Background: an optimization exercise with open tools, aiming at small area and few clock cycles. Do not read the settings as production practice. Function was checked by simulation only, so behaviour that the tests miss may differ from the original. Power and IR drop assume default switching activity.

$ cat design/flow/config.mk
export PLATFORM = sky130hd
export DESIGN_NAME = geq_encoder
export DESIGN_NICKNAME = geq_encoder
export VERILOG_FILES = /design/flow/design.v
export SDC_FILE = /design/flow/constraint.sdc
export NUM_CORES = 4
export LEC_CHECK = 0
export CAP_MARGIN = 20
export CORE_AREA = 5 5 325 325
export DIE_AREA = 0 0 330 330
export SLEW_MARGIN = 20
export SYNTH_HIERARCHICAL = 1
$ cat design/flow/constraint.sdc
create_clock -name core_clock -period 10.0 [get_ports {clk}]
set_input_delay 2.0000 -clock core_clock [delete_from_list [all_inputs] [get_ports {clk}]]
set_output_delay 2.0000 -clock core_clock [all_outputs]
set_load 0.01 [all_outputs]
$ cat design/flow/design.v
module geq_aor8 (
    input  wire [7:0] s,
    input  wire [7:0] d,
    output wire       y
);
    assign y = |(s & d);
endmodule
module geq_encoder (
    input  wire         clk,
    input  wire         rst,               
    input  wire         in_valid,
    output wire         in_ready,
    input  wire [7:0]   in_board_id,
    input  wire [7:0]   in_frame_seq,
    input  wire [7:0]   in_brightness,
    input  wire [423:0] in_bars,           
    input  wire         in_scope_en,
    input  wire [423:0] in_scope,          
    input  wire         in_vu_en,
    input  wire [31:0]  in_vu,             
    output wire         out_valid,
    input  wire         out_ready,
    output reg  [7:0]   out_byte,
    output wire         out_last
);
    localparam [6:0] POS0  = 7'd6;            
    localparam [6:0] P_HDR = POS0 + 7'd2;     
    localparam [6:0] P_BAR = POS0 + 7'd5;     
    localparam [6:0] P_SCP = POS0 + 7'd58;    
    localparam [6:0] P_VU  = POS0 + 7'd111;   
    localparam [6:0] P_CHK = POS0 + 7'd115;   
    function [3:0] code4;
        input [7:0] v;
        reg h;
        begin
            h = |v[7:4];
            code4 = {~(v[3] | h), ~(v[2] | h), v[1], v[0]};
        end
    endfunction
    function [5:0] code6;
        input [7:0] v;
        reg h;
        begin
            h = v[7] | v[6];
            code6 = {v[5] | h, v[4] | h, v[3], v[2] | h, v[1] | h, v[0]};
        end
    endfunction
    reg        busy;                       
    reg [6:0]  pos;                        
    reg [7:0]  chk;                        
    reg [7:0]  hdr [0:2];
    reg [3:0]  bar [0:52];
    reg [3:0]  scp [0:52];
    reg [5:0]  vu  [0:3];
    reg        scope_en;
    reg        vu_en;
    assign out_valid = busy;
    assign out_last  = (pos == P_CHK);
    assign in_ready  = !busy || (out_last && out_ready);
    wire take = in_valid && in_ready;
    wire sent = out_valid && out_ready;
    always @(posedge clk) begin
        if (rst) begin
            busy <= 1'b0;
            pos  <= POS0;
        end else if (take) begin
            busy <= 1'b1;
            pos  <= POS0;
        end else if (sent) begin
            if (out_last)
                busy <= 1'b0;
            pos <= pos + 7'd1;
        end
    end
    integer i;
    always @(posedge clk) begin
        if (take) begin
            hdr[0] <= in_board_id;
            hdr[1] <= in_frame_seq;
            hdr[2] <= in_brightness;
            for (i = 0; i < 53; i = i + 1) begin
                bar[i] <= code4(in_bars[8*i +: 8]);
                scp[i] <= code4(in_scope[8*i +: 8]);
            end
            for (i = 0; i < 4; i = i + 1)
                vu[i] <= code6(in_vu[8*i +: 8]);
            scope_en <= in_scope_en;
            vu_en    <= in_vu_en;
        end
    end
    reg [3:0] slot [0:127];
    always @* begin
        for (i = 0; i < 128; i = i + 1)
            slot[i] = 4'h0;
        for (i = 0; i < 3; i = i + 1)
            slot[P_HDR + i] = hdr[i][3:0];
        for (i = 0; i < 53; i = i + 1) begin
            slot[P_BAR + i] = bar[i];
            slot[P_SCP + i] = scp[i];
        end
        for (i = 0; i < 4; i = i + 1)
            slot[P_VU + i] = vu[i][3:0];
    end
    wire [7:0]  col = 8'd1 << pos[2:0];
    wire [15:0] row = 16'd1 << pos[6:3];
    wire [3:0]  row_y [1:14];
    genvar r, b, c;
    generate
        for (r = 1; r <= 14; r = r + 1) begin : g_row
            for (b = 0; b < 4; b = b + 1) begin : g_bit
                wire [7:0] d;
                for (c = 0; c < 8; c = c + 1) begin : g_col
                    assign d[c] = slot[8*r + c][b];
                end
                geq_aor8 u_aor (.s(col), .d(d), .y(row_y[r][b]));
            end
        end
    endgenerate
    reg [3:0] lo;
    always @* begin
        lo = (pos == P_VU + 7'd3) ? vu[3][3:0] : 4'h0;
        for (i = 1; i <= 14; i = i + 1)
            lo = lo | (row_y[i] & {4{row[i]}});
    end
    reg [3:0] hi;
    always @* begin
        case (pos)
            P_HDR:          hi = hdr[0][7:4];
            P_HDR + 7'd1:   hi = hdr[1][7:4];
            P_HDR + 7'd2:   hi = hdr[2][7:4];
            P_VU:           hi = {2'b00, vu[0][5:4]};
            P_VU + 7'd1:    hi = {2'b00, vu[1][5:4]};
            P_VU + 7'd2:    hi = {2'b00, vu[2][5:4]};
            P_VU + 7'd3:    hi = {2'b00, vu[3][5:4]};
            default:        hi = 4'h0;
        endcase
    end
    wire [3:0] c4  = lo ^ 4'b1100;
    wire       c12 = c4[3] & c4[2];               
    wire [7:0] c6  = {2'b00, hi[1:0], lo};
    always @* begin
        if (pos == POS0)
            out_byte = 8'hAA;
        else if (pos == POS0 + 7'd1)
            out_byte = 8'h55;
        else if (pos < P_BAR)
            out_byte = {hi, lo};
        else if (pos < P_SCP)
            out_byte = c12 ? 8'd11 : {4'h0, c4};
        else if (pos < P_VU)
            out_byte = !scope_en ? 8'd0 :
                       (c12 || (c4[3] && c4[1] && c4[0])) ? 8'd10 : {4'h0, c4};
        else if (pos < P_CHK)
            out_byte = !vu_en ? 8'd0 : (c6 > 8'd53) ? 8'd53 : c6;
        else
            out_byte = chk;
    end
    always @(posedge clk) begin
        if (take)
            chk <= 8'h00;
        else if (sent && pos >= P_HDR)
            chk <= chk ^ out_byte;
    end
endmodule
$ cat design/flow/flow/run.sh
#!/bin/bash
# The standard layout, with each port buffered by the smallest buffer
# (sky130_fd_sc_hd__buf_1) instead of the cell buffer_ports picks by itself.
set -euo pipefail
cd "$(dirname "$0")/.."
export BUFFER_PORTS_ARGS="-buffer_cell sky130_fd_sc_hd__buf_1"
bash standard.sh finish > standard.log 2>&1
$ cat design/flow/standard.sh
#!/bin/bash
# synth_recipe.tcl (not shown) runs the flow's synth.tcl, then flattens the netlist and writes it again
# the make line also repeats each setting of config.mk as NAME=value (left out here)
make -C /OpenROAD-flow-scripts/flow DESIGN_CONFIG=/design/flow/config.mk WORK_HOME=/design/flow/orfs CLKGATE_MAP_FILE= SYNTH_SCRIPT=/design/flow/synth_recipe.tcl "${@:-finish}"
==> results of run 1 <==
-- sequential cells by signal, indices dropped and copies added (netlist names), 7 cells and up --
register	count
bar	212
chk	8
hdr	24
pos	7
scp	212
vu	24
-- cells by family (layout without fill, tap and decap cells) --
kind of cell / Yosys count / after routing / share of synthesized area
other: 0 / 18 / 0
DFF: 490 / 490 / 0.728
and+or+nand+nor: 506 / 506 / 0.134
AOI/OAI and AO/OA: 313 / 313 / 0.118
xor gates and xnor gates: 6 / 6 / 0.00263
adders and majority gates: 6 / 6 / 0.00375
muxes: 10 / 10 / 0.00501
buffers and inverters: 28 / 1051 / 0.00820
-- Yosys stat by module (local to each module, per instance) --
module	cells	area, sq um
geq_aor8	5	36.3
geq_encoder	1079	18000
-- cells in the final DEF (no fill, tap or decap), types with 4 or more instances in the layout --
| cell | Yosys | routed |
|---|---|---|
| sky130_fd_sc_hd__a31oi_1 | 8 | 8 |
| sky130_fd_sc_hd__a22oi_1 | 228 | 228 |
| sky130_fd_sc_hd__nand3_1 | 9 | 9 |
| sky130_fd_sc_hd__xnor2_1 | 5 | 5 |
| sky130_fd_sc_hd__or4_1 | 106 | 106 |
| sky130_fd_sc_hd__nor3b_1 | 4 | 4 |
| sky130_fd_sc_hd__nand4_1 | 59 | 59 |
| sky130_fd_sc_hd__clkbuf_16 | 0 | 57 |
| sky130_fd_sc_hd__buf_4 | 5 | 17 |
| sky130_fd_sc_hd__buf_1 | 0 | 920 |
| sky130_fd_sc_hd__or3_1 | 23 | 23 |
| sky130_fd_sc_hd__ha_1 | 6 | 4 |
| sky130_fd_sc_hd__inv_1 | 8 | 7 |
| sky130_fd_sc_hd__o21ai_0 | 10 | 10 |
| sky130_fd_sc_hd__nor3_1 | 10 | 10 |
| sky130_fd_sc_hd__clkbuf_1 | 6 | 10 |
| sky130_fd_sc_hd__and3b_1 | 4 | 4 |
| sky130_fd_sc_hd__mux2i_1 | 10 | 10 |
| sky130_fd_sc_hd__dfxtp_1 | 16 | 14 |
| sky130_fd_sc_hd__nand2b_1 | 6 | 6 |
| sky130_fd_sc_hd__a222oi_1 | 4 | 4 |
| sky130_fd_sc_hd__nand2_1 | 23 | 23 |
| sky130_fd_sc_hd__nand3b_1 | 8 | 8 |
| sky130_fd_sc_hd__diode_2 | 0 | 18 |
| sky130_fd_sc_hd__clkinv_1 | 1 | 12 |
| sky130_fd_sc_hd__nor2_1 | 233 | 231 |
| sky130_fd_sc_hd__clkinv_2 | 0 | 9 |
| sky130_fd_sc_hd__bufinv_16 | 0 | 4 |
| sky130_fd_sc_hd__edfxtp_1 | 474 | 474 |
| sky130_fd_sc_hd__a21oi_1 | 17 | 17 |
| sky130_fd_sc_hd__a221oi_1 | 4 | 4 |
-- per-layer routing --
layer | track usage | wire length (um) | up-vias
met5 | 0 | 84 | -
met3 | 0.0370 | 7650 | 145
met2 | 0.259 | 44100 | 907
li1 | - | - | 7622
met1 | 0.195 | 35800 | 8048
met4 | 0.0539 | 2820 | 12
-- area by class of cell --
type	count	area share
inverter	10	0.00166
sequential	490	0.537
clock buffer	67	0.0540
tap	1368	0.0632
clock inverter	34	0.0112
multi-input combinational	841	0.197
antenna	18	0.00166
timing repair buffer	940	0.134
-- where the power goes --
group	internal (mW)	switching, mW
combinational	0.130	0.219
sequential	2.37	0.0399
clock	1.15	0.860
total	3.65	1.12
-- Yosys cell counts (10+ instances only) --
cell                       number
sky130_fd_sc_hd__a22oi_1      228
sky130_fd_sc_hd__a21oi_1       17
sky130_fd_sc_hd__dfxtp_1       16
sky130_fd_sc_hd__o21ai_0       10
sky130_fd_sc_hd__edfxtp_1     474
sky130_fd_sc_hd__nor3_1        10
sky130_fd_sc_hd__or4_1        106
sky130_fd_sc_hd__nand4_1       59
sky130_fd_sc_hd__or3_1         23
sky130_fd_sc_hd__nand2_1       23
sky130_fd_sc_hd__mux2i_1       10
sky130_fd_sc_hd__nor2_1       233
-- worst min-delay path, cell delays in order (launching register included) --
cell                      delay, ns
sky130_fd_sc_hd__dfxtp_1       0.33
sky130_fd_sc_hd__nand2_1       0.06
sky130_fd_sc_hd__o21ai_1       0.05
-- worst paths after layout --
check / startpoint / to / cells past startpoint
max: pos[2] / out_byte[0] / 13
min: chk[2] / chk[2] / 2
max reg2reg: pos[2] / chk[3] / 13
min reg2reg: chk[2] / chk[2] / 2
==> flow_summary.toml, run 1 <==
[cts]
cts_made_buffers = 57
cts.clk_slew.worst_paths_ns = 0.06
cts_max_level = 2
cts_root_buffer = "sky130_fd_sc_hd__clkbuf_16"
cts-hold-fix-buffers = 0
cts_tree = "done"
max-clock-path-buffers = 3
worst_skew_pair.late_latency_ns = 0.64
clock-sinks = 490
cts_post_setup_buffers_inserted = 0
cts-resized-gates = 0

[yosys]
netlist.area_leader.share = 0.712
synth_enable_flop_cells = 474
synth_cells = 1359
postSynthNetCount = 2275
yosys-top-cells-area = "sky130_fd_sc_hd__edfxtp_1 71%, sky130_fd_sc_hd__a22oi_1 8.6%, sky130_fd_sc_hd__nor2_1 4.4%, sky130_fd_sc_hd__or4_1 4.0%, sky130_fd_sc_hd__nand4_1 1.8%"
ys_async_sr_fraction = 0
yosys_warnings = 17
syn-mean-instance-area_sq_um = 14.7
post_synth_instance_area_sq_um = 20000
synth.lib_cells_used.distinct = 71
synth_top_flop_cell = "sky130_fd_sc_hd__edfxtp_1"
yosys.area.top_type = "sky130_fd_sc_hd__edfxtp_1"
yosys_register_bits = 490
ys_seq_area_frac = 0.728

[setup_path]
startpoint_to_endpoint_class_of_the_critical_path = "flip-flop to output port"
worst-path-max-fanout = 33
timing.critical_path.required_ns = 8.00
slowest_delay_ns = 0.84
worst_setup_path_start_kind = "flip-flop"
worst_path_dominant_cell_family = "compound AO/OA/AOI/OAI gates"
worstSetupEndpointType = "output port"
cp_slowest_cell = "sky130_fd_sc_hd__dfxtp_1"
path_cells = "inv_1, ha_4, buf_4, a22oi_1, nand4_1, mux2i_1, o32ai_1, a2111oi_2, o31a_2, nand3_1, a32o_1, a31oi_1, buf_1"
arrival_ns = 5.53
timing.reg2reg.setup_slack_ns = 5.20
number_of_buffer_and_inverter_instances_along_the_worst_setup_path = 3

[sta]
count_of_pins_over_their_slew_limit = 0
finalCritPeriodShare = 0.753
worst_clock_skew_ns = 0.0331
maximum_frequency_from_static_timing_analysis_mhz = 133
worst_tran_pin_value_ns = 1.05
setup_viol = 0
time_the_worst_path_needs_with_i_o_delays_and_setup_ns = 7.53
timing.max_slew.rel_slack = 0.299
tns_ns = 0
hold_violations = 0
fin_ws_ns = 2.47
setup_repair_after_global_routing_missed_its_margin = "no"
hold_ws_ns = 0.490

[power]
vdd.ir_drop.worst_v = 0.000117
power.density_cell_area_nw_per_um2 = 176
total_power_mw = 4.77
power.leakage_nw = 8.32

[route]
drt_iter0_drc = 1608
drt_wl_total_um = 90500
vias = 16700
via_density_per_instance = 4.44
post-route-drc-count = 0
routed_wire_length_per_instance_um = 24.0
drtAntennaViolNets = 0
drt_pass1_iterations = 5

[layout]
layout.cells.non_filler = 3768
fin_nets = 3256
num-fill-cells = 10600
fin_util = 0.266
post_route_cells_drive_above_1_share = 0.0521
seqCellArea_sq_um = 14600
layout-area-overhead-vs-synth_pct = 35.6
post_route_cell_area_sq_um = 27100
total_area_of_multi_input_combinational_cells_sq_um = 5340

[floorplan]
top_level_ports = 921
die_outline_area_sq_um = 109000
floorplan.die.width_um = 330
rows = 117
chipHeight_um = 330
core_region_area_sq_um = 102000
initial_util = 0.197

[status]
outcome = "no timing/DRC/antenna violations"

[worst_hold_path]
min-delay-path-class = "flip-flop to flip-flop"

[job]
max_cap_viol_count = 0

[grt]
grt_antenna_before_repair = 35
global_route.usage.total = 0.154
grt_max_degree = 172
grt_overflow_total = 0
grt_pass1_wl_um = 119000
grt_pass1_vias = 17000

[place]
port-buffer-count = 920
placed_instance_area_sq_um = 25300
hpwlAfterDp_um = 70300
pre_cts_ws_ns = 2.97
gp_congestion = 0.920
placed_cells_incl_taps = 3649
Testbench counts, summed over its fixed seeds: cycles 139,208.
==> run 2: changes to the inputs <==
==> design/flow/flow/run.sh (replaced) <==
#!/bin/bash
# The standard layout, with each port buffered by the smallest buffer
# (sky130_fd_sc_hd__buf_1) instead of the cell buffer_ports picks by itself,
# and a clock tree of small clock buffers without dummy loads.
set -euo pipefail
cd "$(dirname "$0")/.."
export BUFFER_PORTS_ARGS="-buffer_cell sky130_fd_sc_hd__buf_1"
export CTS_ARGS="-sink_clustering_enable -repair_clock_nets -buf_list sky130_fd_sc_hd__clkbuf_4 -root_buf sky130_fd_sc_hd__clkbuf_8 -dont_use_dummy_load"
bash standard.sh finish > standard.log 2>&1
==> run 2 against run 1 <==
Compared with the run above:
- still clean
- critical path depth is the same
- hold slack worse by 0.014 ns
- clock-buffer cell count is 71 higher
- critical path type unchanged
- critical endpoint unchanged
==> flow_summary.toml, run 2 <==
[grt]
grt_antenna_before_repair = 34
grt_pass1_vias = 17500
global_route.usage.total = 0.157
grt_pass1_wl_um = 120000
grt_overflow_total = 0
grt_max_degree = 172

[setup_path]
path_cells = "inv_1, ha_4, buf_4, a22oi_1, nand4_1, mux2i_1, o32ai_1, a2111oi_2, o31a_2, nand3_1, a32o_1, a31oi_1, buf_1"
worst_setup_path_start_kind = "flip-flop"
timing.critical_path.from = "pos[2]"
arrival_ns = 5.64
worst-path-max-fanout = 33
timing.reg2reg.setup_slack_ns = 5.22
critPathCapture = "out_byte[0]"
cp_slowest_cell = "sky130_fd_sc_hd__dfxtp_1"
worstSetupEndpointType = "output port"
worst_path_dominant_cell_family = "compound AO/OA/AOI/OAI gates"
ff2ff_path_depth = 13
startpoint_to_endpoint_class_of_the_critical_path = "flip-flop to output port"
r2r_path_end = "chk[3]"
slowest_delay_ns = 0.83
regToRegStartpoint = "pos[2]"
timing.critical_path.required_ns = 8.00
number_of_buffer_and_inverter_instances_along_the_worst_setup_path = 3
worstSetupPathDepth = 13

[sta]
time_the_worst_path_needs_with_i_o_delays_and_setup_ns = 7.64
worst_clock_skew_ns = 0.0904
worst_tran_pin_value_ns = 1.04
setup_repair_after_global_routing_missed_its_margin = "no"
finalCritPeriodShare = 0.764
setup_viol = 0
timing.max_slew.rel_slack = 0.305
count_of_pins_over_their_slew_limit = 0
maximum_frequency_from_static_timing_analysis_mhz = 131
tns_ns = 0
hold_violations = 0

[worst_hold_path]
min-delay-path-class = "flip-flop to flip-flop"
whs_path_depth = 2

[floorplan]
die_outline_area_sq_um = 109000
chipHeight_um = 330
floorplan.die.width_um = 330
top_level_ports = 921
core_region_area_sq_um = 102000
initial_util = 0.197
rows = 117

[yosys]
ys_async_sr_fraction = 0
ys_seq_area_frac = 0.728
synth_top_flop_cell = "sky130_fd_sc_hd__edfxtp_1"
synth.top_cells.by_count = "474 x sky130_fd_sc_hd__edfxtp_1, 233 x sky130_fd_sc_hd__nor2_1, 228 x sky130_fd_sc_hd__a22oi_1"
synth.lib_cells_used.distinct = 71
yosys_warnings = 17
syn-mean-instance-area_sq_um = 14.7
synth_most_common_cell = "sky130_fd_sc_hd__edfxtp_1"
yosys_register_bits = 490
netlist.area_leader.share = 0.712
synth_cells = 1359
post_synth_instance_area_sq_um = 20000
synth_enable_flop_cells = 474
postSynthNetCount = 2275
yosys-top-cells-area = "sky130_fd_sc_hd__edfxtp_1 71%, sky130_fd_sc_hd__a22oi_1 8.6%, sky130_fd_sc_hd__nor2_1 4.4%, sky130_fd_sc_hd__or4_1 4.0%, sky130_fd_sc_hd__nand4_1 1.8%"
yosys.area.top_type = "sky130_fd_sc_hd__edfxtp_1"

[route]
via_density_per_instance = 4.49
post-route-drc-count = 0
vias = 17100
drt_iter0_drc = 1550
drtAntennaViolNets = 0
drt_pass1_iterations = 5
routed_wire_length_per_instance_um = 23.9
drt_wl_total_um = 91000

[layout]
fin_nets = 3337
num-fill-cells = 10700
most_common_library_cell_in_the_layout_ignoring_fill_and_taps = "sky130_fd_sc_hd__buf_1"
seqCellArea_sq_um = 14600
total_area_of_multi_input_combinational_cells_sq_um = 5340
layout-area-overhead-vs-synth_pct = 32.0
post_route_cells_drive_above_1_share = 0.0752
layout_top_registers = "bar (212), scp (212)"
highest_count_cells_in_the_layout_ignoring_fill_and_taps = "920 x sky130_fd_sc_hd__buf_1, 474 x sky130_fd_sc_hd__edfxtp_1, 231 x sky130_fd_sc_hd__nor2_1, 228 x sky130_fd_sc_hd__a22oi_1, 137 x sky130_fd_sc_hd__clkbuf_4"

[cts]
cts_max_level = 4
cts_root_buffer = "sky130_fd_sc_hd__clkbuf_8"
cts.clk_slew.worst_paths_ns = 0.06
max-clock-path-buffers = 3
cts-resized-gates = 0
cts_post_setup_buffers_inserted = 0
cts_made_buffers = 138
cts_tree = "done"
clock-sinks = 490
cts-hold-fix-buffers = 0
worst_skew_pair.late_latency_ns = 0.81

[power]
power.leakage_nw = 8.10
power.density_cell_area_nw_per_um2 = 157
vdd.ir_drop.worst_v = 0.0000724
total_power_mw = 4.15

[place]
gp_congestion = 0.920
port-buffer-count = 920
hpwlAfterDp_um = 70300

[status]
outcome = "no timing/DRC/antenna violations"

[job]
max_cap_viol_count = 0
[run 2: per-module statistics from Yosys (local to each module, per instance)]
module	cell area (sq um)	flip-flops and latches	times used	cells
geq_aor8	36.3	0	56	5
geq_encoder	18000	490	1	1079
[run 2: worst min path at each step]
stage | startpoint | to | slack, ns
global placement | chk[2] | chk[2] | 0.45
CTS | chk[2] | chk[2] | 0.48
floorplan | chk[2] | chk[2] | 0.44
finish | chk[2] | chk[2] | 0.48
global route | chk[7] | chk[7] | 0.50
detailed placement | chk[2] | chk[2] | 0.47
[run 2: worst reg2reg max path: cells and delay by family, from the launching register on]
family          cells  cell delay, ns
compound gates      6            1.85
flops               1            0.83
buf+inv             2            0.70
simple gates        3            0.60
fa+ha+maj           1            0.40
mux                 1            0.34
[run 2: cells by family (layout without fill, tap and decap cells)]
kind of cell	after synthesis	in the layout	synth area share
mux	10	10	0.00501
fa+ha+maj	6	6	0.00375
compound gates	313	313	0.118
other cells	0	27	0
xor+xnor	6	6	0.00263
simple gates	506	506	0.134
flops	490	490	0.728
buf+inv	28	1088	0.00820
[run 2: power by group]
| part | internal, mW | switching, mW | total, mW |
|---|---|---|---|
| Combinational | 0.130 | 0.219 | 0.349 |
| Sequential | 2.37 | 0.0396 | 2.41 |
| Clock | 0.628 | 0.766 | 1.39 |
| Total | 3.13 | 1.02 | 4.15 |
[run 2: area by class of cell]
class	count	share of cell area
Antenna cell	27	0.00256
Clock buffer	138	0.0395
Inverter	10	0.00171
Multi-Input combinational cell	841	0.202
Sequential cell	490	0.551
Tap cell	1368	0.0648
Timing Repair Buffer	940	0.138
[run 2: layer usage]
metal / global-route usage / wire length, um
met1: 0.194 / 35500
met2: 0.256 / 43900
met3: 0.0470 / 8240
met4: 0.0672 / 3280
met5: 0 / 82
[run 2: metrics by stage]
step	hold slack, ns	util	area [sq um]	setup WS [ns]	instances
2_1_floorplan	0.441	-	20000	2.47	1359
3_3_place_gp	0.450	0.249	25300	3.06	3649
3_5_place_dp	0.467	0.249	25300	2.97	3649
4_1_cts	0.476	0.259	26300	2.06	3787
5_1_grt	0.501	0.259	26400	1.96	3804
6_report	0.476	0.259	26400	2.36	3814
==> run 3: changes to the inputs <==
--- a/design/flow/design.v
+++ b/design/flow/design.v
@@ -6,2 +6,11 @@
     assign y = |(s & d);
+endmodule
+module geq_hold (
+    input  wire take,
+    input  wire hold,
+    input  wire v,
+    input  wire q,
+    output wire d
+);
+    assign d = (take & v) | (hold & q);
 endmodule
@@ -74,17 +83,45 @@
     end
+    localparam integer NSTORE = 3*8 + 53*4 + 53*4 + 4*6 + 2;
+    reg  [NSTORE-1:0] st_v;
+    wire [NSTORE-1:0] st_q = {vu_en, scope_en,
+                              vu[3], vu[2], vu[1], vu[0],
+                              scp_q, bar_q,
+                              hdr[2], hdr[1], hdr[0]};
+    wire [NSTORE-1:0] st_d;
+    wire [211:0] bar_q, scp_q;
     integer i;
+    always @* begin
+        st_v = {NSTORE{1'b0}};
+        st_v[23:0] = {in_brightness, in_frame_seq, in_board_id};
+        for (i = 0; i < 53; i = i + 1) begin
+            st_v[24 + 4*i +: 4]  = code4(in_bars[8*i +: 8]);
+            st_v[236 + 4*i +: 4] = code4(in_scope[8*i +: 8]);
+        end
+        for (i = 0; i < 4; i = i + 1)
+            st_v[448 + 6*i +: 6] = code6(in_vu[8*i +: 8]);
+        st_v[472] = in_scope_en;
+        st_v[473] = in_vu_en;
+    end
+    wire hold = !take;
+    genvar f;
+    generate
+        for (f = 0; f < NSTORE; f = f + 1) begin : g_st
+            geq_hold u_hold (.take(take), .hold(hold), .v(st_v[f]), .q(st_q[f]), .d(st_d[f]));
+        end
+        for (f = 0; f < 53; f = f + 1) begin : g_q
+            assign bar_q[4*f +: 4] = bar[f];
+            assign scp_q[4*f +: 4] = scp[f];
+        end
+    endgenerate
     always @(posedge clk) begin
-        if (take) begin
-            hdr[0] <= in_board_id;
-            hdr[1] <= in_frame_seq;
-            hdr[2] <= in_brightness;
-            for (i = 0; i < 53; i = i + 1) begin
-                bar[i] <= code4(in_bars[8*i +: 8]);
-                scp[i] <= code4(in_scope[8*i +: 8]);
-            end
-            for (i = 0; i < 4; i = i + 1)
-                vu[i] <= code6(in_vu[8*i +: 8]);
-            scope_en <= in_scope_en;
-            vu_en    <= in_vu_en;
-        end
+        for (i = 0; i < 3; i = i + 1)
+            hdr[i] <= st_d[8*i +: 8];
+        for (i = 0; i < 53; i = i + 1) begin
+            bar[i] <= st_d[24 + 4*i +: 4];
+            scp[i] <= st_d[236 + 4*i +: 4];
+        end
+        for (i = 0; i < 4; i = i + 1)
+            vu[i] <= st_d[448 + 6*i +: 6];
+        scope_en <= st_d[472];
+        vu_en    <= st_d[473];
     end
==> run 3 against run 2 <==
Compared with the run above:
- combinational power up 51%
- routed wire length is 10% higher
- fmax is 2.7% lower
- sequential power down 7%
- clock-buffer cell count grew 2
- clock skew is 0.055 ns higher
- area after synthesis shrank 3.0%
- still clean
- register-to-register slack worse by 0.25 ns
- cell count up 12%
- core utilization fell by 0.59 points
- highest routed layer unchanged
==> flow_summary.toml, run 3 <==
[route]
routed_wire_length_per_instance_um = 23.4
drt_pass1_iterations = 5
drtAntennaViolNets = 0
drt_wl_total_um = 100000
post-route-drc-count = 0
via_density_per_instance = 4.81
drt_iter0_drc = 1608
vias = 20600

[setup_path]
path_cells = "inv_1, ha_1, nand2b_1, clkinv_2, buf_4, buf_4, a22oi_1, nand4_1, a22oi_1, o22ai_1, nor4_1, a211o_1, nand2_1, o22ai_1, buf_1"
regToRegStartpoint = "pos[0]"
timing.critical_path.from = "pos[0]"
timing.critical_path.required_ns = 8.00
cp_slowest_cell = "sky130_fd_sc_hd__nor4_1"
startpoint_to_endpoint_class_of_the_critical_path = "flip-flop to output port"
timing.reg2reg.setup_slack_ns = 4.97
r2r_path_end = "chk[1]"
worst-path-max-fanout = 25
arrival_ns = 5.85
worst_setup_path_start_kind = "flip-flop"
worstSetupEndpointType = "output port"
ff2ff_path_depth = 15
slowest_delay_ns = 0.86

[yosys]
post_synth_instance_area_sq_um = 19400
yosys_warnings = 17
ys_async_sr_fraction = 0
yosys.area.top_type = "sky130_fd_sc_hd__dfxtp_1"
syn-mean-instance-area_sq_um = 10.5
postSynthNetCount = 2758
ys_seq_area_frac = 0.506
synth_enable_flop_cells = 0
synth.top_cells.by_count = "490 x sky130_fd_sc_hd__dfxtp_1, 475 x sky130_fd_sc_hd__a22o_1, 231 x sky130_fd_sc_hd__a22oi_1, 231 x sky130_fd_sc_hd__nor2_1, 108 x sky130_fd_sc_hd__or4_1"
yosys-top-cells-area = "sky130_fd_sc_hd__dfxtp_1 51%, sky130_fd_sc_hd__a22o_1 21%, sky130_fd_sc_hd__a22oi_1 8.9%, sky130_fd_sc_hd__nor2_1 4.5%, sky130_fd_sc_hd__or4_1 4.2%"
netlist.area_leader.share = 0.506
synth.lib_cells_used.distinct = 63
synth_top_flop_cell = "sky130_fd_sc_hd__dfxtp_1"
synth_most_common_cell = "sky130_fd_sc_hd__dfxtp_1"
synth_cells = 1842
yosys_register_bits = 490

[cts]
cts_root_buffer = "sky130_fd_sc_hd__clkbuf_8"
clock-sinks = 490
cts-hold-fix-buffers = 0
cts-resized-gates = 0
cts_tree = "done"
cts_made_buffers = 140
cts.clk_slew.worst_paths_ns = 0.05
max-clock-path-buffers = 3
worst_skew_pair.late_latency_ns = 0.84
cts_max_level = 4
cts_post_setup_buffers_inserted = 0

[layout]
num-fill-cells = 11000
post_route_cells_drive_above_1_share = 0.0652
highest_count_cells_in_the_layout_ignoring_fill_and_taps = "920 x sky130_fd_sc_hd__buf_1, 487 x sky130_fd_sc_hd__dfxtp_1, 475 x sky130_fd_sc_hd__a22o_1, 231 x sky130_fd_sc_hd__nor2_1, 231 x sky130_fd_sc_hd__a22oi_1"
layout-area-overhead-vs-synth_pct = 33.0
fin_nets = 3818
most_common_library_cell_in_the_layout_ignoring_fill_and_taps = "sky130_fd_sc_hd__buf_1"
layout_top_registers = "bar (212), scp (212)"

[job]
max_cap_viol_count = 0

[grt]
grt_antenna_before_repair = 21
global_route.usage.total = 0.173
grt_pass1_wl_um = 138000
grt_max_degree = 213
grt_overflow_total = 0
grt_pass1_vias = 21000

[sta]
finalCritPeriodShare = 0.785
setup_repair_after_global_routing_missed_its_margin = "no"
maximum_frequency_from_static_timing_analysis_mhz = 127
hold_violations = 0
setup_viol = 0
worst_clock_skew_ns = 0.146
hold_ws_ns = 0.468
time_the_worst_path_needs_with_i_o_delays_and_setup_ns = 7.85
timing.max_slew.rel_slack = 0.196
worst_tran_pin_value_ns = 1.21
count_of_pins_over_their_slew_limit = 0
tns_ns = 0

[place]
port-buffer-count = 920
hpwlAfterDp_um = 77100
gp_congestion = 1.02

[floorplan]
top_level_ports = 921
chipHeight_um = 330
rows = 117
initial_util = 0.191
floorplan.die.width_um = 330
die_outline_area_sq_um = 109000
core_region_area_sq_um = 102000

[power]
power.leakage_nw = 9.27
vdd.ir_drop.worst_v = 0.0000738
power.density_cell_area_nw_per_um2 = 162

[worst_hold_path]
worstHoldEndpoint = "scp[17][3]"
min-delay-path-class = "flip-flop to flip-flop"
whs_path_depth = 1
min-delay-start = "scp[17][3]"

[status]
outcome = "no timing/DRC/antenna violations"
-- run 3: changes by cell type in the layout (fill, tap and decap cells not counted), sizes merged, moves of 6 or more --
cell and delta:
a22o +475, o22ai +6, dfxtp +474, diode -10
nor3 +6, edfxtp -474
-- run 3: how the worst max path moves through the flow --
stage	to	depth (start not counted)	slack [ns]
floorplan	bar[0][0]	6	0.40
global placement	out_byte[0]	14	3.04
detailed placement	out_byte[0]	14	2.98
CTS	out_byte[0]	14	2.08
global route	out_byte[1]	13	1.69
finish	out_byte[0]	15	2.15
-- run 3: cells by family (layout without fill, tap and decap cells) --
| family | count (synthesis) | count (layout) | synth area share |
|---|---|---|---|
| buf+inv | 37 | 1095 | 0.00929 |
| flops | 490 | 490 | 0.506 |
| compound gates | 785 | 785 | 0.333 |
| other cells | 0 | 17 | 0 |
| fa+ha+maj | 6 | 6 | 0.00387 |
| mux | 11 | 11 | 0.00645 |
| xor+xnor | 6 | 6 | 0.00271 |
| simple gates | 507 | 507 | 0.139 |
-- run 3: worst max-delay path, delay by kind of cell, from the launching register on --
kind / cells / cell delay [ns]
AOI/OAI and AO/OA: 5 / 1.59
and+or+nand+nor: 4 / 1.29
DFF: 1 / 0.48
adders and majority gates: 1 / 0.31
buffers and inverters: 5 / 1.29
-- run 3: metal layers --
metal  wire length [um]  vias up  GRT usage
li1                   -     9752          -
met1              41800     9690      0.217
met2              48500     1000      0.290
met3               7170      151     0.0374
met4               2960        4     0.0697
met5                 34        -          0
-- run 3: area by class of cell --
type	instances	area [sq um]	share of cell area
Inverter	14	61.3	0.00238
Sequential cell	490	9810	0.380
Tap cell	1368	1710	0.0663
Clock buffer	140	1060	0.0410
Timing Repair Buffer	941	3650	0.141
Multi-Input combinational cell	1315	9470	0.367
Antenna cell	17	42.5	0.00165
-- run 3: report_power, final --
group / internal, mW / switching, mW / leakage (nW) / total [mW]
sequential: 2.13 / 0.119 / 4.05 / 2.25
clock: 0.638 / 0.781 / 0.647 / 1.42
combinational: 0.243 / 0.282 / 4.57 / 0.526
-- run 3: per-module statistics from Yosys, one instance, submodules excluded --
module       flip-flops and latches  area (sq um)  cells inside
geq_encoder                     490         13200          1088
geq_aor8                          0          36.3             5
geq_hold                          0          8.76             1
-- run 3: stage by stage --
step                      setup slack, ns  area [sq um]  total power [mW]  std cells  utilization
after floorplan                     0.398         19400              2.52       1842            -
after global placement               3.04         24700              2.80       4128        0.243
after detailed placement             2.98         24700              2.81       4128        0.243
after CTS                            2.08         25800              4.25       4268        0.253
after global routing                 1.69         25800              4.41       4279        0.253
final                                2.15         25800              4.19       4285        0.254
Testbench counts of run 3, summed over its fixed seeds: cycles 139,208.
==> run 4: changes to the inputs <==
--- a/design/flow/flow/run.sh
+++ b/design/flow/flow/run.sh
@@ -7,3 +7,3 @@
 export BUFFER_PORTS_ARGS="-buffer_cell sky130_fd_sc_hd__buf_1"
-export CTS_ARGS="-sink_clustering_enable -repair_clock_nets -buf_list sky130_fd_sc_hd__clkbuf_4 -root_buf sky130_fd_sc_hd__clkbuf_8 -dont_use_dummy_load"
+export CTS_ARGS="-sink_clustering_enable -repair_clock_nets -buf_list sky130_fd_sc_hd__clkbuf_4 -root_buf sky130_fd_sc_hd__clkbuf_8 -sink_clustering_size 9 -sink_clustering_max_diameter 60 -dont_use_dummy_load"
 bash standard.sh finish > standard.log 2>&1
==> run 4 against run 3 <==
Compared with the run above:
- first-iteration DRC count rose by 0.44%
- critical endpoint is now out_byte[1]
- critical path type unchanged
- routed wire length fell by 0.85%
- clock power fell by 25%
- critical path depth fell by 2
- sequential power barely moved
- via count fell by 1.6%
- area after synthesis did not move
- combinational power barely moved
==> flow_summary.toml, run 4 <==
[yosys]
synth.top_cells.by_count = "490 x sky130_fd_sc_hd__dfxtp_1, 475 x sky130_fd_sc_hd__a22o_1, 231 x sky130_fd_sc_hd__a22oi_1, 231 x sky130_fd_sc_hd__nor2_1, 108 x sky130_fd_sc_hd__or4_1"
syn-mean-instance-area_sq_um = 10.5
postSynthNetCount = 2758
netlist.area_leader.share = 0.506
synth.lib_cells_used.distinct = 63
synth_most_common_cell = "sky130_fd_sc_hd__dfxtp_1"
synth_enable_flop_cells = 0
post_synth_instance_area_sq_um = 19400
synth_cells = 1842
ys_async_sr_fraction = 0
yosys_register_bits = 490
synth_top_flop_cell = "sky130_fd_sc_hd__dfxtp_1"
yosys_warnings = 17
yosys.area.top_type = "sky130_fd_sc_hd__dfxtp_1"
yosys-top-cells-area = "sky130_fd_sc_hd__dfxtp_1 51%, sky130_fd_sc_hd__a22o_1 21%, sky130_fd_sc_hd__a22oi_1 8.9%, sky130_fd_sc_hd__nor2_1 4.5%, sky130_fd_sc_hd__or4_1 4.2%"
ys_seq_area_frac = 0.506

[power]
vdd.ir_drop.worst_v = 0.0000659
total_power_mw = 3.83
power.density_cell_area_nw_per_um2 = 151
power.leakage_nw = 8.97

[job]
max_cap_viol_count = 0

[sta]
count_of_pins_over_their_slew_limit = 0
hold_violations = 0
setup_repair_after_global_routing_missed_its_margin = "no"
setup_viol = 0
tns_ns = 0
time_the_worst_path_needs_with_i_o_delays_and_setup_ns = 7.67
finalCritPeriodShare = 0.767
worst_tran_pin_value_ns = 1.16
maximum_frequency_from_static_timing_analysis_mhz = 130
timing.max_slew.rel_slack = 0.230
worst_clock_skew_ns = 0.0684

[cts]
cts_tree = "done"
max-clock-path-buffers = 3
cts-hold-fix-buffers = 0
cts_post_setup_buffers_inserted = 0
cts-resized-gates = 0
cts.clk_slew.worst_paths_ns = 0.08
cts_made_buffers = 71
worst_skew_pair.late_latency_ns = 0.69
cts_max_level = 3
cts_root_buffer = "sky130_fd_sc_hd__clkbuf_8"
clock-sinks = 490

[route]
met3WireLength_um = 7030
route.layer.met1.wl_um = 41300
via_density_per_instance = 4.81
routed_wire_length_per_instance_um = 23.6
post-route-drc-count = 0
drt_iter0_drc = 1615
highest_metal_layer_with_signal_wires = "met5"
drt_pass1_iterations = 5
drt_wl_total_um = 99600
drtAntennaViolNets = 0
vias = 20300
met2_wirelength_um = 48000

[floorplan]
rows = 117
core_region_area_sq_um = 102000
top_level_ports = 921
chipHeight_um = 330
initial_util = 0.191
floorplan.die.width_um = 330
die_outline_area_sq_um = 109000

[place]
gp_congestion = 1.02
port-buffer-count = 920
hpwlAfterDp_um = 77100

[status]
outcome = "no timing/DRC/antenna violations"

[grt]
grt_antenna_before_repair = 22
grt_overflow_total = 0
grt_pass1_vias = 20500
grt_max_degree = 213
global_route.usage.total = 0.171
grt_pass1_wl_um = 137000

[layout]
layout-area-overhead-vs-synth_pct = 30.6
highest_count_cells_in_the_layout_ignoring_fill_and_taps = "920 x sky130_fd_sc_hd__buf_1, 487 x sky130_fd_sc_hd__dfxtp_1, 475 x sky130_fd_sc_hd__a22o_1, 231 x sky130_fd_sc_hd__nor2_1, 231 x sky130_fd_sc_hd__a22oi_1"
fin_nets = 3749
most_common_library_cell_in_the_layout_ignoring_fill_and_taps = "sky130_fd_sc_hd__buf_1"
post_route_cells_drive_above_1_share = 0.0424
layout_top_registers = "bar (212), scp (212)"
num-fill-cells = 11000

[setup_path]
worstSetupEndpointType = "output port"
worst_setup_path_start_kind = "flip-flop"
arrival_ns = 5.67
startpoint_to_endpoint_class_of_the_critical_path = "flip-flop to output port"
worst-path-max-fanout = 25
timing.critical_path.required_ns = 8.00

[worst_hold_path]
min-delay-path-class = "flip-flop to flip-flop"
## run 4: cell counts after synthesis
Identical to the previous run, type by type.
## run 4: metal layers
layer / global-route usage / up-vias
li1: - / 9583
met1: 0.217 / 9564
met2: 0.290 / 962
met3: 0.0323 / 145
met4: 0.0585 / 4
met5: 0 / -
## run 4: power breakdown
group          total [mW]  switching (mW)  internal [mW]
combinational       0.526           0.282          0.243
clock                1.06           0.693          0.369
sequential           2.24           0.119           2.12
## run 4: layout make-up
cell class              instances  area (sq um)  area share
well taps                    1368          1710      0.0676
inverters                      14          61.3     0.00242
flip-flops and latches        490          9810       0.388
clock buffers                  71           589      0.0233
diodes                         11          27.5     0.00109
multi-input cells            1315          9470       0.374
repair buffers                941          3650       0.144
## run 4: logic make-up after synthesis
logic type,Yosys count,synth area share
compound gates,785,0.333
xor+xnor,6,0.00271
fa+ha+maj,6,0.00387
buf+inv,37,0.00929
flops,490,0.506
mux,11,0.00645
simple gates,507,0.139
## run 4: metrics by stage
stage	utilization	std cells	instance area, sq um	setup WS (ns)	hold WS [ns]
5_1_grt	0.249	4206	25300	1.77	0.490
2_1_floorplan	-	1842	19400	0.398	0.439
3_3_place_gp	0.243	4128	24700	3.04	0.453
6_report	0.249	4210	25300	2.33	0.473
3_5_place_dp	0.243	4128	24700	2.98	0.454
4_1_cts	0.249	4199	25300	2.18	0.476
## run 4: path summary, 6_finish.rpt
path,cells past startpoint,from,slack (ns),end
hold / removal,1,scp[17][3],0.47,scp[17][3]
hold reg to reg,1,scp[17][3],0.47,scp[17][3]
setup reg to reg,13,pos[2],5.01,chk[1]
setup / recovery,13,pos[2],2.33,out_byte[1]
## run 4: critical path: stages (launching register included)
cell                       delay, ns
sky130_fd_sc_hd__dfxtp_1        0.87
sky130_fd_sc_hd__nand2b_1       0.33
sky130_fd_sc_hd__clkinv_2       0.33
sky130_fd_sc_hd__buf_4          0.35
sky130_fd_sc_hd__buf_4          0.30
sky130_fd_sc_hd__a22oi_1        0.24
sky130_fd_sc_hd__nand4_1        0.13
sky130_fd_sc_hd__a22oi_1        0.51
sky130_fd_sc_hd__o22ai_1        0.17
sky130_fd_sc_hd__nor4_1         0.84
sky130_fd_sc_hd__a21oi_1        0.09
sky130_fd_sc_hd__o31ai_1        0.42
sky130_fd_sc_hd__nand2_1        0.19
sky130_fd_sc_hd__buf_1          0.16
## run 4: per-module statistics from Yosys, one instance, submodules excluded
| module | cells | times used | area, sq um | flops+latches |
|---|---|---|---|---|
| geq_aor8 | 5 | 56 | 36.3 | 0 |
| geq_hold | 1 | 474 | 8.76 | 0 |
| geq_encoder | 1088 | 1 | 13200 | 490 |
==> run 5: changes to the inputs <==
--- a/design/flow/config.mk
+++ b/design/flow/config.mk
@@ -10,2 +10,3 @@
 export DIE_AREA = 0 0 330 330
+export PLACE_DENSITY = 0.85
 export SLEW_MARGIN = 20
==> run 5 against run 4 <==
Compared with the run above:
- still clean on timing, DRC and antenna
- non-clock buffer count up 2
- clock power about the same
- cell count about the same
- power fell by 0.50%
- area after synthesis unchanged
- design area about the same
- fmax shrank 0.10%
- largest cell class unchanged
- largest power group unchanged
==> flow_summary.toml, run 5 <==
[layout]
layout_top_registers = "bar (212), scp (212)"
post_route_cell_area_sq_um = 25300
layout.cells.non_filler = 4212
post_route_cells_drive_above_1_share = 0.0427
highest_count_cells_in_the_layout_ignoring_fill_and_taps = "920 x sky130_fd_sc_hd__buf_1, 488 x sky130_fd_sc_hd__dfxtp_1, 475 x sky130_fd_sc_hd__a22o_1, 231 x sky130_fd_sc_hd__nor2_1, 231 x sky130_fd_sc_hd__a22oi_1"
most_common_library_cell_in_the_layout_ignoring_fill_and_taps = "sky130_fd_sc_hd__buf_1"
num-fill-cells = 10900
fin_nets = 3751
layout-area-overhead-vs-synth_pct = 30.5

[grt]
grt_pass1_vias = 20700
grt_overflow_total = 0
grt_pass1_wl_um = 133000
global_route.usage.total = 0.165
grt_max_degree = 191
grt_antenna_before_repair = 30

[setup_path]
regToRegStartpoint = "pos[2]"
worst_setup_path_start_kind = "flip-flop"
critPathCapture = "out_byte[1]"
path_cells = "nand2b_1, clkinv_2, buf_4, a22oi_1, nand4_1, a22oi_1, o22ai_1, nor4_1, a21oi_1, o31ai_1, nand2_1, buf_1"
slowest_delay_ns = 0.88
arrival_ns = 5.68
ff2ff_path_depth = 12
timing.critical_path.required_ns = 8.00
cp_slowest_cell = "sky130_fd_sc_hd__dfxtp_1"
cp_common_cell = "sky130_fd_sc_hd__a22oi_1"
timing.reg2reg.setup_slack_ns = 5.01
timing.critical_path.from = "pos[2]"
startpoint_to_endpoint_class_of_the_critical_path = "flip-flop to output port"
r2r_path_end = "chk[1]"
worstSetupEndpointType = "output port"
worst-path-max-fanout = 34

[sta]
timing.max_slew.rel_slack = 0.281
setup_viol = 0
hold_violations = 0
worst_tran_pin_value_ns = 1.08
count_of_pins_over_their_slew_limit = 0
hold_ws_ns = 0.476
worst_clock_skew_ns = 0.0942
time_the_worst_path_needs_with_i_o_delays_and_setup_ns = 7.68
fin_ws_ns = 2.32
maximum_frequency_from_static_timing_analysis_mhz = 130
tns_ns = 0
finalCritPeriodShare = 0.768
setup_repair_after_global_routing_missed_its_margin = "no"

[power]
vdd.ir_drop.worst_v = 0.0000858
power.leakage_nw = 8.97
power.density_cell_area_nw_per_um2 = 151

[cts]
clock-sinks = 490
cts_root_buffer = "sky130_fd_sc_hd__clkbuf_8"
max-clock-path-buffers = 3
cts.clk_slew.worst_paths_ns = 0.11
worst_skew_pair.late_latency_ns = 0.68
cts-resized-gates = 0
cts_max_level = 3
cts_made_buffers = 71
cts_post_setup_buffers_inserted = 0
cts_tree = "done"
cts-hold-fix-buffers = 0

[place]
placed_cells_incl_taps = 4130
port-buffer-count = 920
gp_congestion = 0.928
hpwlAfterDp_um = 75200
placed_instance_area_sq_um = 24700
pre_cts_ws_ns = 3.00

[yosys]
ys_async_sr_fraction = 0
postSynthNetCount = 2758
synth.lib_cells_used.distinct = 63
synth_enable_flop_cells = 0
synth.top_cells.by_count = "490 x sky130_fd_sc_hd__dfxtp_1, 475 x sky130_fd_sc_hd__a22o_1, 231 x sky130_fd_sc_hd__a22oi_1, 231 x sky130_fd_sc_hd__nor2_1, 108 x sky130_fd_sc_hd__or4_1"
yosys_register_bits = 490
synth_cells = 1842
syn-mean-instance-area_sq_um = 10.5
yosys_warnings = 17
post_synth_instance_area_sq_um = 19400
ys_seq_area_frac = 0.506
yosys-top-cells-area = "sky130_fd_sc_hd__dfxtp_1 51%, sky130_fd_sc_hd__a22o_1 21%, sky130_fd_sc_hd__a22oi_1 8.9%, sky130_fd_sc_hd__nor2_1 4.5%, sky130_fd_sc_hd__or4_1 4.2%"
netlist.area_leader.share = 0.506
synth_top_flop_cell = "sky130_fd_sc_hd__dfxtp_1"
synth_most_common_cell = "sky130_fd_sc_hd__dfxtp_1"
yosys.area.top_type = "sky130_fd_sc_hd__dfxtp_1"

[floorplan]
core_region_area_sq_um = 102000
floorplan.die.width_um = 330
die_outline_area_sq_um = 109000
top_level_ports = 921
initial_util = 0.191
chipHeight_um = 330
rows = 117

[route]
met2_wirelength_um = 45600
met3WireLength_um = 9200
drt_wl_total_um = 97400
via_density_per_instance = 4.98
vias = 21000
drt_iter0_drc = 1580
post-route-drc-count = 0
drtAntennaViolNets = 0
drt_pass1_iterations = 7
routed_wire_length_per_instance_um = 23.1
route.layer.met1.wl_um = 38300
highest_metal_layer_with_signal_wires = "met5"

[status]
outcome = "no timing/DRC/antenna violations"

[job]
max_cap_viol_count = 0

[worst_hold_path]
min-delay-path-class = "flip-flop to flip-flop"
run 5: changes by cell type in the layout (fill, tap and decap cells not counted), sizes merged:
| cell | delta |
|---|---|
| buf | +2 |
run 5: cell families (layout without fill, tap and decap cells):
kind of cell	Yosys count	count (layout)	share of synthesized area
adders and majority gates	6	6	0.00387
other	0	11	0
DFF	490	490	0.506
muxes	11	11	0.00645
AOI/OAI and AO/OA	785	785	0.333
and+or+nand+nor	507	507	0.139
buffers and inverters	37	1028	0.00929
xor gates and xnor gates	6	6	0.00271
run 5: how the worst min path moves through the flow:
stage | depth (start not counted) | end | startpoint | slack, ns
6_report | 1 | scp[32][3] | scp[32][3] | 0.48
5_1_grt | 1 | vu[0][0] | vu[0][0] | 0.49
4_1_cts | 1 | vu[3][0] | vu[3][0] | 0.48
3_5_place_dp | 1 | scp[42][0] | scp[42][0] | 0.46
3_3_place_gp | 1 | bar[18][2] | bar[18][2] | 0.45
2_1_floorplan | 1 | chk[0] | chk[0] | 0.44
run 5: routing by layer:
metal | vias to the layer above | track usage
met3 | 224 | 0.0455
met1 | 9938 | 0.201
met2 | 1233 | 0.271
met5 | - | 0
met4 | 24 | 0.0750
li1 | 9569 | -
run 5: area by class of cell:
class                           instances  area [sq um]  area share
Sequential cell                       490          9810       0.388
Multi-Input combinational cell       1315          9470       0.374
Antenna cell                           11          27.5     0.00109
Inverter                               14          61.3     0.00242
Tap cell                             1368          1710      0.0676
Timing Repair Buffer                  943          3640       0.144
Clock buffer                           71           589      0.0233
run 5: power by group:
part	total [mW]	internal, mW	leakage, nW	switching (mW)
Clock	1.05	0.368	0.350	0.677
Combinational	0.522	0.243	4.57	0.279
Sequential	2.24	2.12	4.05	0.119
Total	3.81	2.73	8.97	1.08
run 5: worst max-delay path, delay by kind of cell, from the launching register on:
| kind | cells | cell delay, ns |
|---|---|---|
| compound gates | 5 | 1.60 |
| simple gates | 4 | 1.33 |
| buf+inv | 3 | 1.15 |
| flops | 1 | 0.88 |
run 5: per-module statistics from Yosys, one instance, submodules excluded:
module       cells inside  flops+latches  cell area (sq um)  times used
geq_encoder          1088            490              13200           1
geq_aor8                5              0               36.3          56
geq_hold                1              0               8.76         474
run 5: per-stage QoR:
stage,util,power (mW)
after floorplan,-,2.52
after detailed placement,0.243,2.80
after global placement,0.243,2.79
final,0.249,3.81
after global routing,0.249,3.98
after CTS,0.248,3.85
==> run 6: changes to the inputs <==
--- a/design/flow/design.v
+++ b/design/flow/design.v
@@ -15,2 +15,11 @@
     assign d = (take & v) | (hold & q);
+endmodule
+module geq_holdn (
+    input  wire x,
+    input  wire hold,
+    input  wire v,
+    input  wire q,
+    output wire d
+);
+    assign d = (~v & ~x) | (hold & q);
 endmodule
@@ -105,6 +114,18 @@
     wire hold = !take;
+    wire [105:0] fx;
     genvar f;
     generate
+        for (f = 0; f < 53; f = f + 1) begin : g_x
+            assign fx[f]      = hold | (|in_bars[8*f+4 +: 4]);
+            assign fx[53 + f] = hold | (|in_scope[8*f+4 +: 4]);
+        end
         for (f = 0; f < NSTORE; f = f + 1) begin : g_st
-            geq_hold u_hold (.take(take), .hold(hold), .v(st_v[f]), .q(st_q[f]), .d(st_d[f]));
+            if (f >= 24 && f < 448 && (f % 4) >= 2) begin : g_n
+                geq_holdn u_hold (.x(fx[(f - 24) / 4]), .hold(hold),
+                                  .v(f < 236 ? in_bars[8*((f - 24) / 4) + (f % 4)]
+                                             : in_scope[8*((f - 236) / 4) + (f % 4)]),
+                                  .q(st_q[f]), .d(st_d[f]));
+            end else begin : g_p
+                geq_hold u_hold (.take(take), .hold(hold), .v(st_v[f]), .q(st_q[f]), .d(st_d[f]));
+            end
         end
==> design/flow/flow/run.sh (replaced) <==
#!/bin/bash
# The standard layout, with three changes:
# - after synthesis, every combinational cell gets the smallest drive of its
#   family (flow/downsize.tcl); the later repair steps size up where needed;
# - each port is buffered by the smallest buffer (sky130_fd_sc_hd__buf_1)
#   instead of the cell buffer_ports picks by itself;
# - a clock tree of small clock buffers without dummy loads.
set -euo pipefail
cd "$(dirname "$0")/.."
export BUFFER_PORTS_ARGS="-buffer_cell sky130_fd_sc_hd__buf_1"
export CTS_ARGS="-sink_clustering_enable -repair_clock_nets -buf_list sky130_fd_sc_hd__clkbuf_4 -root_buf sky130_fd_sc_hd__clkbuf_8 -sink_clustering_size 9 -sink_clustering_max_diameter 60 -dont_use_dummy_load"
bash standard.sh synth > synth.log 2>&1
ODB=orfs/results/sky130hd/geq_encoder/base/1_synth.odb openroad -no_init -exit flow/downsize.tcl > downsize.log 2>&1
bash standard.sh finish > standard.log 2>&1
==> design/flow/flow/downsize.tcl (new file) <==
# Area recovery on the synthesized netlist: give every combinational cell the
# smallest drive strength of its family (same function and pins). The layout
# steps that follow (repair_design, repair_timing) size up again wherever
# slew, capacitance or timing need it. Registers are left as they are.
read_db $::env(ODB)
set db [ord::get_db]
set skip {^(df|edf|sdf|dl|sdl|clk|conb|tap|fill|decap|diode|lpflow|probe|ebuf|einv|macro)}
set best [dict create]
foreach lib [$db getLibs] {
  foreach m [$lib getMasters] {
    if {![regexp {^sky130_fd_sc_hd__([a-z0-9]+)_([0-9]+)$} [$m getName] -> fam d]} continue
    if {[regexp $skip $fam]} continue
    set a [expr {[$m getWidth] * [$m getHeight]}]
    if {![dict exists $best $fam] || $a < [lindex [dict get $best $fam] 1]} {
      dict set best $fam [list $m $a]
    }
  }
}
set n 0
set saved 0.0
foreach inst [[ord::get_db_block] getInsts] {
  set m [$inst getMaster]
  if {![regexp {^sky130_fd_sc_hd__([a-z0-9]+)_([0-9]+)$} [$m getName] -> fam d]} continue
  if {![dict exists $best $fam]} continue
  lassign [dict get $best $fam] bm ba
  set a [expr {[$m getWidth] * [$m getHeight]}]
  if {$ba < $a && [$inst swapMaster $bm]} {
    incr n
    set saved [expr {$saved + ($a - $ba) / 1e6}]
  }
}
puts "downsized $n cells, [format %.1f $saved] um2"
write_db $::env(ODB)
--- a/design/flow/config.mk
+++ b/design/flow/config.mk
@@ -10,3 +10,2 @@
 export DIE_AREA = 0 0 330 330
-export PLACE_DENSITY = 0.85
 export SLEW_MARGIN = 20
==> run 6 against run 5 <==
Compared with the run above:
- cell count fell by 1.8%
- core utilization fell by 0.43 points
- area after synthesis fell by 2.6%
- clock skew barely moved
- design area fell by 1.7%
- critical endpoint is now out_byte[0]
- largest cell class unchanged
- largest power group unchanged
==> flow_summary.toml, run 6 <==
[power]
power.leakage_nw = 8.15
vdd.ir_drop.worst_v = 0.0000941
power.density_cell_area_nw_per_um2 = 154

[place]
hpwlAfterDp_um = 82400
gp_congestion = 0.934
port-buffer-count = 920
placed_instance_area_sq_um = 24200
pre_cts_ws_ns = 3.05

[floorplan]
initial_util = 0.186
floorplan.die.width_um = 330
chipHeight_um = 330
die_outline_area_sq_um = 109000
core_region_area_sq_um = 102000
rows = 117
top_level_ports = 921

[sta]
setup_viol = 0
setup_repair_after_global_routing_missed_its_margin = "no"
finalCritPeriodShare = 0.757
timing.max_slew.rel_slack = 0.129
hold_violations = 0
count_of_pins_over_their_slew_limit = 0
tns_ns = 0
fin_ws_ns = 2.43
worst_tran_pin_value_ns = 1.31
time_the_worst_path_needs_with_i_o_delays_and_setup_ns = 7.57
worst_clock_skew_ns = 0.0946
maximum_frequency_from_static_timing_analysis_mhz = 132

[cts]
cts_post_setup_buffers_inserted = 0
cts_tree = "done"
cts-hold-fix-buffers = 0
worst_skew_pair.late_latency_ns = 0.70
clock-sinks = 490
max-clock-path-buffers = 3
cts_max_level = 3
cts_made_buffers = 72
cts_root_buffer = "sky130_fd_sc_hd__clkbuf_8"
cts.clk_slew.worst_paths_ns = 0.10
cts-resized-gates = 0

[grt]
grt_pass1_wl_um = 141000
global_route.usage.total = 0.180
grt_pass1_vias = 19700
grt_overflow_total = 0
grt_max_degree = 211
grt_antenna_before_repair = 41

[route]
via_density_per_instance = 4.76
drtAntennaViolNets = 0
routed_wire_length_per_instance_um = 25.4
vias = 19700
drt_iter0_drc = 1559
post-route-drc-count = 0
drt_wl_total_um = 105000
drt_pass1_iterations = 8

[setup_path]
timing.critical_path.required_ns = 8.00
worst_setup_path_start_kind = "flip-flop"
startpoint_to_endpoint_class_of_the_critical_path = "flip-flop to output port"
worstSetupEndpointType = "output port"
arrival_ns = 5.57
worst-path-max-fanout = 56

[yosys]
yosys_warnings = 17
postSynthNetCount = 2672
post_synth_instance_area_sq_um = 18900
syn-mean-instance-area_sq_um = 10.8
synth_cells = 1756

[layout]
post_route_cells_drive_above_1_share = 0.0442
fin_util = 0.244
most_common_library_cell_in_the_layout_ignoring_fill_and_taps = "sky130_fd_sc_hd__buf_1"
highest_count_cells_in_the_layout_ignoring_fill_and_taps = "920 x sky130_fd_sc_hd__buf_1, 487 x sky130_fd_sc_hd__dfxtp_1, 262 x sky130_fd_sc_hd__a22o_1, 228 x sky130_fd_sc_hd__a22oi_1, 212 x sky130_fd_sc_hd__o2bb2ai_1"
layout-area-overhead-vs-synth_pct = 31.7
fin_nets = 3657
post_route_cell_area_sq_um = 24900
layout_top_registers = "bar (212), scp (212)"

[worst_hold_path]
min-delay-path-class = "flip-flop to flip-flop"

[job]
max_cap_viol_count = 0

[status]
outcome = "no timing/DRC/antenna violations"
run 6: changes by cell type in the layout (fill, tap and decap cells not counted), moves of 5 or more:
cell / change
sky130_fd_sc_hd__a22o_1: -213
sky130_fd_sc_hd__diode_2: +19
sky130_fd_sc_hd__nand2_1: +116
sky130_fd_sc_hd__nand3_1: +8
sky130_fd_sc_hd__nor2_1: -206
sky130_fd_sc_hd__nor4_1: +105
sky130_fd_sc_hd__o21ai_0: -5
sky130_fd_sc_hd__o22ai_1: -5
sky130_fd_sc_hd__o2bb2ai_1: +212
sky130_fd_sc_hd__or4_1: -107
run 6: metrics by stage:
step | hold slack (ns) | power [mW] | std cells
after floorplan | 0.433 | 2.50 | 1756
after global placement | 0.445 | 2.81 | 4034
after detailed placement | 0.447 | 2.81 | 4034
after CTS | 0.462 | 3.89 | 4106
after global routing | 0.485 | 4.03 | 4128
final | 0.460 | 3.84 | 4137
run 6: per-layer routing:
metal | vias to the layer above | GRT usage | part of all wire
met5 | - | 0.00621 | 0.0012
met4 | 18 | 0.0669 | 0.034
met3 | 168 | 0.0559 | 0.084
met2 | 795 | 0.288 | 0.46
met1 | 9401 | 0.228 | 0.42
li1 | 9320 | - | -
run 6: area by class of cell:
type	count	area [sq um]
fillers	11200	76900
flip-flops and latches	490	9810
multi-input cells	1225	8990
repair buffers	943	3640
well taps	1368	1710
clock buffers	72	597
diodes	30	75.1
inverters	9	41.3
run 6: worst paths after layout:
check                   from  depth (start not counted)           to  slack (ns)
setup / recovery      pos[2]                         13  out_byte[0]        2.43
setup reg to reg      pos[2]                          9   bar[40][3]        5.08
hold / removal    bar[40][3]                          1   bar[40][3]        0.46
hold reg to reg   bar[40][3]                          1   bar[40][3]        0.46
run 6: power by group:
part           leakage, nW  switching, mW  total (mW)  internal, mW
combinational         3.74          0.274       0.515         0.241
clock                0.355          0.697        1.07         0.373
sequential            4.05          0.128        2.25          2.12
run 6: worst max-delay path, stage by stage, from the launching register on:
cell and delay [ns]:
sky130_fd_sc_hd__dfxtp_1 0.88, sky130_fd_sc_hd__inv_1 0.24, sky130_fd_sc_hd__ha_4 0.49, sky130_fd_sc_hd__a22oi_1 0.31
sky130_fd_sc_hd__nand4_1 0.28, sky130_fd_sc_hd__and3_1 0.30, sky130_fd_sc_hd__o211a_1 0.22, sky130_fd_sc_hd__a2111oi_0 0.38
sky130_fd_sc_hd__nand4_1 0.43, sky130_fd_sc_hd__nand2b_1 0.33, sky130_fd_sc_hd__o31ai_1 0.35, sky130_fd_sc_hd__o21ai_1 0.16
sky130_fd_sc_hd__a21oi_1 0.19, sky130_fd_sc_hd__buf_1 0.26
Testbench counts of run 6, summed over its fixed seeds: cycles 139,208.
==> run 7: changes to the inputs <==
--- a/design/flow/design.v
+++ b/design/flow/design.v
@@ -1,7 +1,14 @@
-module geq_aor8 (
-    input  wire [7:0] s,
-    input  wire [7:0] d,
+module geq_aoi3 (
+    input  wire [2:0] s,
+    input  wire [2:0] d,
     output wire       y
 );
-    assign y = |(s & d);
+    assign y = ~|(s & d);
+endmodule
+module geq_aoi2 (
+    input  wire [1:0] s,
+    input  wire [1:0] d,
+    output wire       y
+);
+    assign y = ~|(s & d);
 endmodule
@@ -172,3 +179,7 @@
                 end
-                geq_aor8 u_aor (.s(col), .d(d), .y(row_y[r][b]));
+                wire [2:0] n;
+                geq_aoi3 u_a (.s(col[2:0]), .d(d[2:0]), .y(n[0]));
+                geq_aoi3 u_b (.s(col[5:3]), .d(d[5:3]), .y(n[1]));
+                geq_aoi2 u_c (.s(col[7:6]), .d(d[7:6]), .y(n[2]));
+                assign row_y[r][b] = ~&n;
             end
==> run 7 against run 6 <==
Compared with the run above:
- still clean on timing, DRC and antenna
- synthesized cell count down 6.7%
- clock skew up 0.0054 ns
- area after synthesis down 2.6%
- power about the same
- via count down 0.73%
- hold slack better by 0.0070 ns
==> flow_summary.toml, run 7 <==
[yosys]
postSynthNetCount = 2554
post_synth_instance_area_sq_um = 18400
yosys_warnings = 12
synth_cells = 1638
syn-mean-instance-area_sq_um = 11.2

[cts]
max-clock-path-buffers = 3
worst_skew_pair.late_latency_ns = 0.71
clock-sinks = 490
cts_root_buffer = "sky130_fd_sc_hd__clkbuf_8"
cts.clk_slew.worst_paths_ns = 0.09
cts_tree = "done"
cts-resized-gates = 0
cts_max_level = 3
cts_made_buffers = 74
cts-hold-fix-buffers = 0
cts_post_setup_buffers_inserted = 0

[sta]
worst_clock_skew_ns = 0.100
maximum_frequency_from_static_timing_analysis_mhz = 126
fin_ws_ns = 2.04
tns_ns = 0
setup_viol = 0
timing.max_slew.rel_slack = 0.267
hold_ws_ns = 0.467
hold_violations = 0
finalCritPeriodShare = 0.796
time_the_worst_path_needs_with_i_o_delays_and_setup_ns = 7.96
count_of_pins_over_their_slew_limit = 0
setup_repair_after_global_routing_missed_its_margin = "no"
worst_tran_pin_value_ns = 1.10

[layout]
seqCellArea_sq_um = 9810
num-fill-cells = 11100
total_area_of_multi_input_combinational_cells_sq_um = 8580
post_route_cell_area_sq_um = 24400
most_common_library_cell_in_the_layout_ignoring_fill_and_taps = "sky130_fd_sc_hd__buf_1"
highest_count_cells_in_the_layout_ignoring_fill_and_taps = "920 x sky130_fd_sc_hd__buf_1, 490 x sky130_fd_sc_hd__dfxtp_1, 264 x sky130_fd_sc_hd__a22o_1, 212 x sky130_fd_sc_hd__o2bb2ai_1, 128 x sky130_fd_sc_hd__nand2_1"
fin_util = 0.240
fin_nets = 3547
post_route_cells_drive_above_1_share = 0.0434
layout_top_registers = "bar (212), scp (212)"
layout-area-overhead-vs-synth_pct = 32.9
layout.cells.non_filler = 4016

[worst_hold_path]
min-delay-start = "scp[46][2]"
min-delay-path-class = "flip-flop to flip-flop"

[setup_path]
timing.critical_path.required_ns = 8.00
worst-path-max-fanout = 39
timing.critical_path.from = "pos[2]"
arrival_ns = 5.96
worst_setup_path_start_kind = "flip-flop"
regToRegStartpoint = "pos[2]"
worstSetupEndpointType = "output port"
startpoint_to_endpoint_class_of_the_critical_path = "flip-flop to output port"

[grt]
grt_max_degree = 184
grt_antenna_before_repair = 40
global_route.usage.total = 0.179
grt_overflow_total = 0
grt_pass1_vias = 18900
grt_pass1_wl_um = 139000

[floorplan]
initial_util = 0.181
floorplan.die.width_um = 330
chipHeight_um = 330
die_outline_area_sq_um = 109000
top_level_ports = 921
rows = 117
core_region_area_sq_um = 102000

[route]
drt_wl_total_um = 106000
vias = 19600
post-route-drc-count = 0
drtAntennaViolNets = 0
met3WireLength_um = 10500
drt_pass1_iterations = 7
route.layer.met1.wl_um = 44000
routed_wire_length_per_instance_um = 26.4
drt_iter0_drc = 2275
highest_metal_layer_with_signal_wires = "met5"
via_density_per_instance = 4.87
met2_wirelength_um = 48600

[place]
placed_instance_area_sq_um = 23800
hpwlAfterDp_um = 83100
gp_congestion = 0.921
pre_cts_ws_ns = 2.96
placed_cells_incl_taps = 3923
port-buffer-count = 920

[power]
total_power_mw = 3.84
power.leakage_nw = 7.93
power.density_cell_area_nw_per_um2 = 157
vdd.ir_drop.worst_v = 0.0000862

[job]
max_cap_viol_count = 0

[status]
outcome = "no timing/DRC/antenna violations"
[run 7: area by class of cell]
cell class | instances | share of cell area
timing repair buffer | 942 | 0.149
clock buffer | 74 | 0.0250
sequential | 490 | 0.401
inverter | 8 | 0.00154
multi-input combinational | 1115 | 0.351
tap | 1368 | 0.0700
antenna | 19 | 0.00195
[run 7: critical path: stages, from the launching register on]
cell                       delay [ns]
sky130_fd_sc_hd__dfxtp_1         0.89
sky130_fd_sc_hd__inv_1           0.31
sky130_fd_sc_hd__ha_4            0.45
sky130_fd_sc_hd__buf_4           0.34
sky130_fd_sc_hd__a222oi_1        0.42
sky130_fd_sc_hd__nand3_1         0.22
sky130_fd_sc_hd__a2111o_1        0.57
sky130_fd_sc_hd__nor4_1          0.90
sky130_fd_sc_hd__a21oi_1         0.17
sky130_fd_sc_hd__o31ai_1         0.33
sky130_fd_sc_hd__a21oi_1         0.13
sky130_fd_sc_hd__o21ai_1         0.31
sky130_fd_sc_hd__buf_1           0.21
[run 7: worst paths after layout]
check	end	slack (ns)	depth (start not counted)
max	out_byte[1]	2.04	12
min	scp[46][2]	0.47	1
max reg2reg	chk[1]	5.02	11
min reg2reg	scp[46][2]	0.47	1
[run 7: power breakdown]
| group | internal (mW) | switching, mW |
|---|---|---|
| Clock | 0.382 | 0.708 |
| Combinational | 0.235 | 0.260 |
| Sequential | 2.12 | 0.130 |
| Total | 2.74 | 1.10 |
[run 7: metal layers]
| layer | track usage | up-vias |
|---|---|---|
| met5 | 0 | - |
| met1 | 0.231 | 9236 |
| met2 | 0.285 | 1070 |
| met3 | 0.0604 | 154 |
| met4 | 0.0549 | 26 |
| li1 | - | 9072 |
Testbench counts of run 7, summed over its fixed seeds: cycles 139,208.

port drivers added, routing unchanged:
The results above use ideal ports. As a check the final layouts listed here were re-extracted and re-timed, cells and wires unchanged. Step 1: set_driving_cell puts a clkbuf_16 on clk and a buf_2 on each other input, an assumption about the parent block. Step 2 times the ports against the registers' clock, not the clock port: input delays grow and output delays shrink by t, the midpoint of the rising clock arrivals with the driver on. Three values: ideal, step 1, step 2; two values: the first two.
run | t (ns) | setup slack, ns | worst setup path after step 2
run 1 | 0.683 | 2.466 / 2.407 / 3.090 | register to output
run 2 | 0.813 | 2.363 / 2.308 / 3.121 | register to output
run 3 | 0.831 | 2.147 / 2.081 / 2.912 | register to output
run 4 | 0.724 | 2.326 / 2.261 / 2.985 | register to output
run 5 | 0.704 | 2.319 / 2.251 / 2.955 | register to output
run 6 | 0.711 | 2.425 / 2.374 / 3.085 | register to output
run 7 | 0.714 | 2.044 / 1.986 / 2.700 | register to output
After both steps setup and hold are still met in every run listed.
